What follows belongs to an exercise in optimizing a design on an open flow for small area; a production flow would make more cautious choices. Only simulation tests tie the RTL to the original design; equivalence was not proved. Power and IR drop assume default switching activity. No driver is modelled on the clock port, so clocking that relies on it looks cheaper here than on a real chip.

// frame_detector
module frame_detector (
    input  wire         clk,
    input  wire         rst,           
    input  wire [9:0]   w,             
    output reg  [2:0]   outcome,
    output reg  [1:0]   dec,
    output wire [5:0]   frm_len,
    output wire [311:0] frm,           
    output reg          ev_valid,
    output wire [5:0]   ev_len,
    output wire [287:0] ev_id,         
    output reg          diag_valid,
    output reg  [2:0]   diag_code
);
    localparam integer CAP = 40;
    localparam integer NF  = CAP - 1;   
    localparam integer NP  = 32;        
    localparam [1:0] OP_IDLE   = 2'd0;
    localparam [1:0] OP_BYTE   = 2'd1;
    localparam [1:0] OP_CLOSED = 2'd2;
    localparam [1:0] OP_ATTACH = 2'd3;
    localparam [7:0] STX = 8'h02;
    localparam [7:0] ETX = 8'h03;
    localparam [7:0] CR  = 8'h0D;
    localparam [7:0] LF  = 8'h0A;
    localparam [2:0] OC_INCOMPLETE = 3'd0;
    localparam [2:0] OC_COMPLETE   = 3'd1;
    localparam [2:0] OC_OVERFLOW   = 3'd2;
    localparam [2:0] OC_CLOSED     = 3'd3;
    localparam [2:0] OC_REJECTED   = 3'd4;
    localparam [1:0] DEC_OK       = 2'd0;
    localparam [1:0] DEC_NO_START = 2'd1;
    localparam [1:0] DEC_NO_TERM  = 2'd2;
    localparam [2:0] DG_OVERFLOW = 3'd1;
    localparam [2:0] DG_NO_START = 3'd2;
    localparam [2:0] DG_NO_TERM  = 3'd3;
    localparam [2:0] DG_CLOSED   = 3'd4;
    localparam [2:0] DG_REJECTED = 3'd5;
    wire [1:0] op = w[9:8];
    wire [7:0] d  = w[7:0];
    reg [8*NF-1:0] buf_q;     
    reg [8*NP-1:0] pay_q;     
    reg [5:0] len_q;          
    reg       closed_q;       
    reg       stx_q;          
  ...
clock: 20.0 ns
lec_check: 0
abc_area: 1
cap_margin: 20
core_margin: 2
core_utilization: 40
slew_margin: 20
standard.sh (not shown) runs the stock make flow with config.mk's settings and CLKGATE_MAP_FILE= SYNTH_SCRIPT=/design/flow/synth_recipe.tcl, a recipe that flattens the netlist after the stock synthesis.
==> flow/flow/run.sh <==
#!/bin/bash
# The standard ORFS layout (standard.sh), with two changes:
#  - the port buffers are the smallest buffer, sky130_fd_sc_hd__buf_1;
#  - the clock tree uses larger sink clusters and no dummy loads.
set -euo pipefail
cd "$(dirname "$0")/.."
bash standard.sh \
  BUFFER_PORTS_ARGS="-buffer_cell sky130_fd_sc_hd__buf_1" \
  CTS_ARGS="-sink_clustering_enable -repair_clock_nets -dont_use_dummy_load -sink_clustering_size 34 -sink_clustering_max_diameter 70" \
  finish > standard.log 2>&1
Rerun with:
--- a/flow/flow/run.sh
+++ b/flow/flow/run.sh
@@ -8,3 +8,3 @@
   BUFFER_PORTS_ARGS="-buffer_cell sky130_fd_sc_hd__buf_1" \
-  CTS_ARGS="-sink_clustering_enable -repair_clock_nets -dont_use_dummy_load -sink_clustering_size 34 -sink_clustering_max_diameter 70" \
+  CTS_ARGS="-sink_clustering_enable -repair_clock_nets -dont_use_dummy_load -sink_clustering_size 30 -sink_clustering_max_diameter 100" \
   finish > standard.log 2>&1
--- a/flow/config.mk
+++ b/flow/config.mk
@@ -10,3 +10,3 @@
 export CORE_MARGIN = 2
-export CORE_UTILIZATION = 40
+export CORE_UTILIZATION = 60
 export SLEW_MARGIN = 20
=>
- global-route usage climbs by 12 points
- power drops by 4.3%
- clock-buffer cell count drops by 8
- synthesized area is unchanged
- synthesized cell count does not change
- die area drops by about 33%
- sequential power stays flat
- cell area drops by 2.1%
- final cell count drops by 10%
- hold slack gains 5.4 ps
Rerun with:
--- a/flow/config.mk
+++ b/flow/config.mk
@@ -10,3 +10,3 @@
 export CORE_MARGIN = 2
-export CORE_UTILIZATION = 60
+export CORE_UTILIZATION = 40
 export SLEW_MARGIN = 20
=>
- The changed run produced a clean layout
- non-clock buffer count increases by 3
- final area grows slightly
- sequential share of layout area went down by 0.97 points
- wire length fell by a few percent
- final cell count went up by roughly a tenth
- via count goes down by a few percent
- fmax goes down by a few percent

========
Another version of the RTL of frame_detector (not shown whole).
Size in the first run: roughly 890 cells after synthesis, ~630 I/O pins.
Settings: LEC_CHECK=0, CAP_MARGIN=20, CORE_MARGIN=2, CORE_UTILIZATION=40, SLEW_MARGIN=20; clock period 20.0 ns.
run.sh (not shown) runs the stock make flow with config.mk's settings and CLKGATE_MAP_FILE= SYNTH_SCRIPT=/design/flow/synth_recipe.tcl, a recipe that flattens the netlist after the stock synthesis.
Stock flow here: none of the scripts above is used.
Next try:
==> flow/flow/run.sh (new file) <==
#!/bin/bash
# The standard ORFS layout (standard.sh), with two changes:
#  - the port buffers are the smallest buffer, sky130_fd_sc_hd__buf_1;
#  - the clock tree uses larger sink clusters and no dummy loads.
set -euo pipefail
cd "$(dirname "$0")/.."
bash standard.sh \
  BUFFER_PORTS_ARGS="-buffer_cell sky130_fd_sc_hd__buf_1" \
  CTS_ARGS="-sink_clustering_enable -repair_clock_nets -dont_use_dummy_load -sink_clustering_size 30 -sink_clustering_max_diameter 100" \
  finish > standard.log 2>&1
==> flow/standard.sh (new file) <==
#!/bin/bash
# synth_recipe.tcl (not shown) runs the flow's synth.tcl, then flattens the netlist and writes it again
# the make line also repeats each setting of config.mk as NAME=value (left out here)
make -C /OpenROAD-flow-scripts/flow DESIGN_CONFIG=/design/flow/config.mk WORK_HOME=/design/flow/orfs CLKGATE_MAP_FILE= SYNTH_SCRIPT=/design/flow/synth_recipe.tcl "${@:-finish}"
removed: flow/run.sh
Outcome:
- The changed run completed without violations
- worst hold slack improves by 0.020 ns
- cell area came out lower by 18%
- cell count falls by 3.3%
- routed wire length is lower by about 11%
Next try:
--- a/flow/flow/run.sh
+++ b/flow/flow/run.sh
@@ -9 +9 @@
-  CTS_ARGS="-sink_clustering_enable -repair_clock_nets -dont_use_dummy_load -sink_clustering_size 30 -sink_clustering_max_diameter 100" \
+  CTS_ARGS="-sink_clustering_enable -repair_clock_nets -dont_use_dummy_load -sink_clustering_size 24 -sink_clustering_max_diameter 80" \
- ABC_AREA: default -> 1
Effect:
- The new run completed with no timing, DRC or antenna violations
- flip-flop and latch count stays the same
- total power grows by 3.2%
- worst setup slack gains 0.32 ns
- die area hardly moves
- register-to-register slack improves by 0.31 ns
- global-route usage decreases by 0.23 points
- cell count grows by 3.8%
- non-clock buffer count went down by 11
- synthesized cell count grows by 9.1%
- routed wire length drops by 1.1%
- hold slack improves by 0.014 ns
Next try:
--- a/flow/flow/run.sh
+++ b/flow/flow/run.sh
@@ -9 +9 @@
-  CTS_ARGS="-sink_clustering_enable -repair_clock_nets -dont_use_dummy_load -sink_clustering_size 24 -sink_clustering_max_diameter 80" \
+  CTS_ARGS="-sink_clustering_enable -repair_clock_nets -dont_use_dummy_load -sink_clustering_size 16 -sink_clustering_max_diameter 60 -buf_list sky130_fd_sc_hd__clkbuf_8" \
After rerunning: The new run went through all stages and came out clean; global-route usage is higher by 0.28 points; via count is higher by about 1.2%; first-iteration DRC count is lower by about 4.3%.
Next try:
--- a/flow/flow/run.sh
+++ b/flow/flow/run.sh
@@ -9 +9 @@
-  CTS_ARGS="-sink_clustering_enable -repair_clock_nets -dont_use_dummy_load -sink_clustering_size 16 -sink_clustering_max_diameter 60 -buf_list sky130_fd_sc_hd__clkbuf_8" \
+  CTS_ARGS="-sink_clustering_enable -repair_clock_nets -dont_use_dummy_load -sink_clustering_size 24 -sink_clustering_max_diameter 80" \
- ABC_AREA: 1 -> default
The new run completed with no timing, DRC or antenna violations.
Via count went down by a few percent.
Hold slack gets worse by 0.031 ns.
Non-clock buffer count went up by 11.
Global-route usage hardly moves.
Total power went up by a few percent.
Fmax went down by a few percent.
Critical path depth went down by 2.
Core utilization went up by 0.50 points.
Next try:
--- a/flow/flow/run.sh
+++ b/flow/flow/run.sh
@@ -9 +9 @@
-  CTS_ARGS="-sink_clustering_enable -repair_clock_nets -dont_use_dummy_load -sink_clustering_size 24 -sink_clustering_max_diameter 80" \
+  CTS_ARGS="-sink_clustering_enable -repair_clock_nets -dont_use_dummy_load -sink_clustering_size 30 -sink_clustering_max_diameter 100" \
- ABC_AREA: default -> 1
=> The new run completed with no timing, DRC or antenna violations; register-to-register slack improved by 0.33 ns; total power came out lower by 3.7%; clock power came out lower by 12%; synthesized cell count came out higher by 9.1%; first-iteration DRC count came out lower by 4.8%; setup slack improved by 0.37 ns; sequential power is about the same; count of clock-buffer cells in the layout came out lower by 7; global-route usage came out lower by 0.30 points.

==> re-timing with driven ports <==
How much do the figures lean on ideal ports? The routed layouts below were timed once more, with nothing changed but the port constraints.
Step 1 assumes that a clkbuf_16 drives the clock port and a buf_2 every other input.
Step 2 also shifts input and output timing later by t, the mid clock arrival at the registers, as if the neighbouring blocks saw the same clock.
Slacks: no drivers / after step 1 / after step 2; pairs: no drivers / after step 1.
run | shift t [ns] | setup slack, ns | clock arrival spread, ns | worst data-port slew with drivers (ns)
the first run of note 1 | 0.637 | 9.762 / 9.741 / 9.741 | 0.079 / 0.080 | 0.08
the second run of note 1 | 0.607 | 10.019 / 9.994 / 9.994 | 0.043 / 0.043 | 0.08
the third run of note 1 | 0.617 | 9.737 / 9.715 / 9.715 | 0.053 / 0.052 | 0.08
the first run of note 2 | 0.643 | 9.475 / 9.454 / 9.454 | 0.029 / 0.029 | 0.11
the second run of note 2 | 0.613 | 9.662 / 9.631 / 9.631 | 0.055 / 0.056 | 0.11
the third run of note 2 | 0.637 | 9.987 / 9.966 / 9.966 | 0.023 / 0.023 | 0.06
the fourth run of note 2 | 0.643 | 10.014 / 9.993 / 9.993 | 0.058 / 0.058 | 0.06
the fifth run of note 2 | 0.631 | 9.620 / 9.589 / 9.589 | 0.078 / 0.078 | 0.11
the sixth run of note 2 | 0.610 | 9.990 / 9.969 / 9.969 | 0.033 / 0.034 | 0.06
After both steps setup and hold are still met in every run listed.
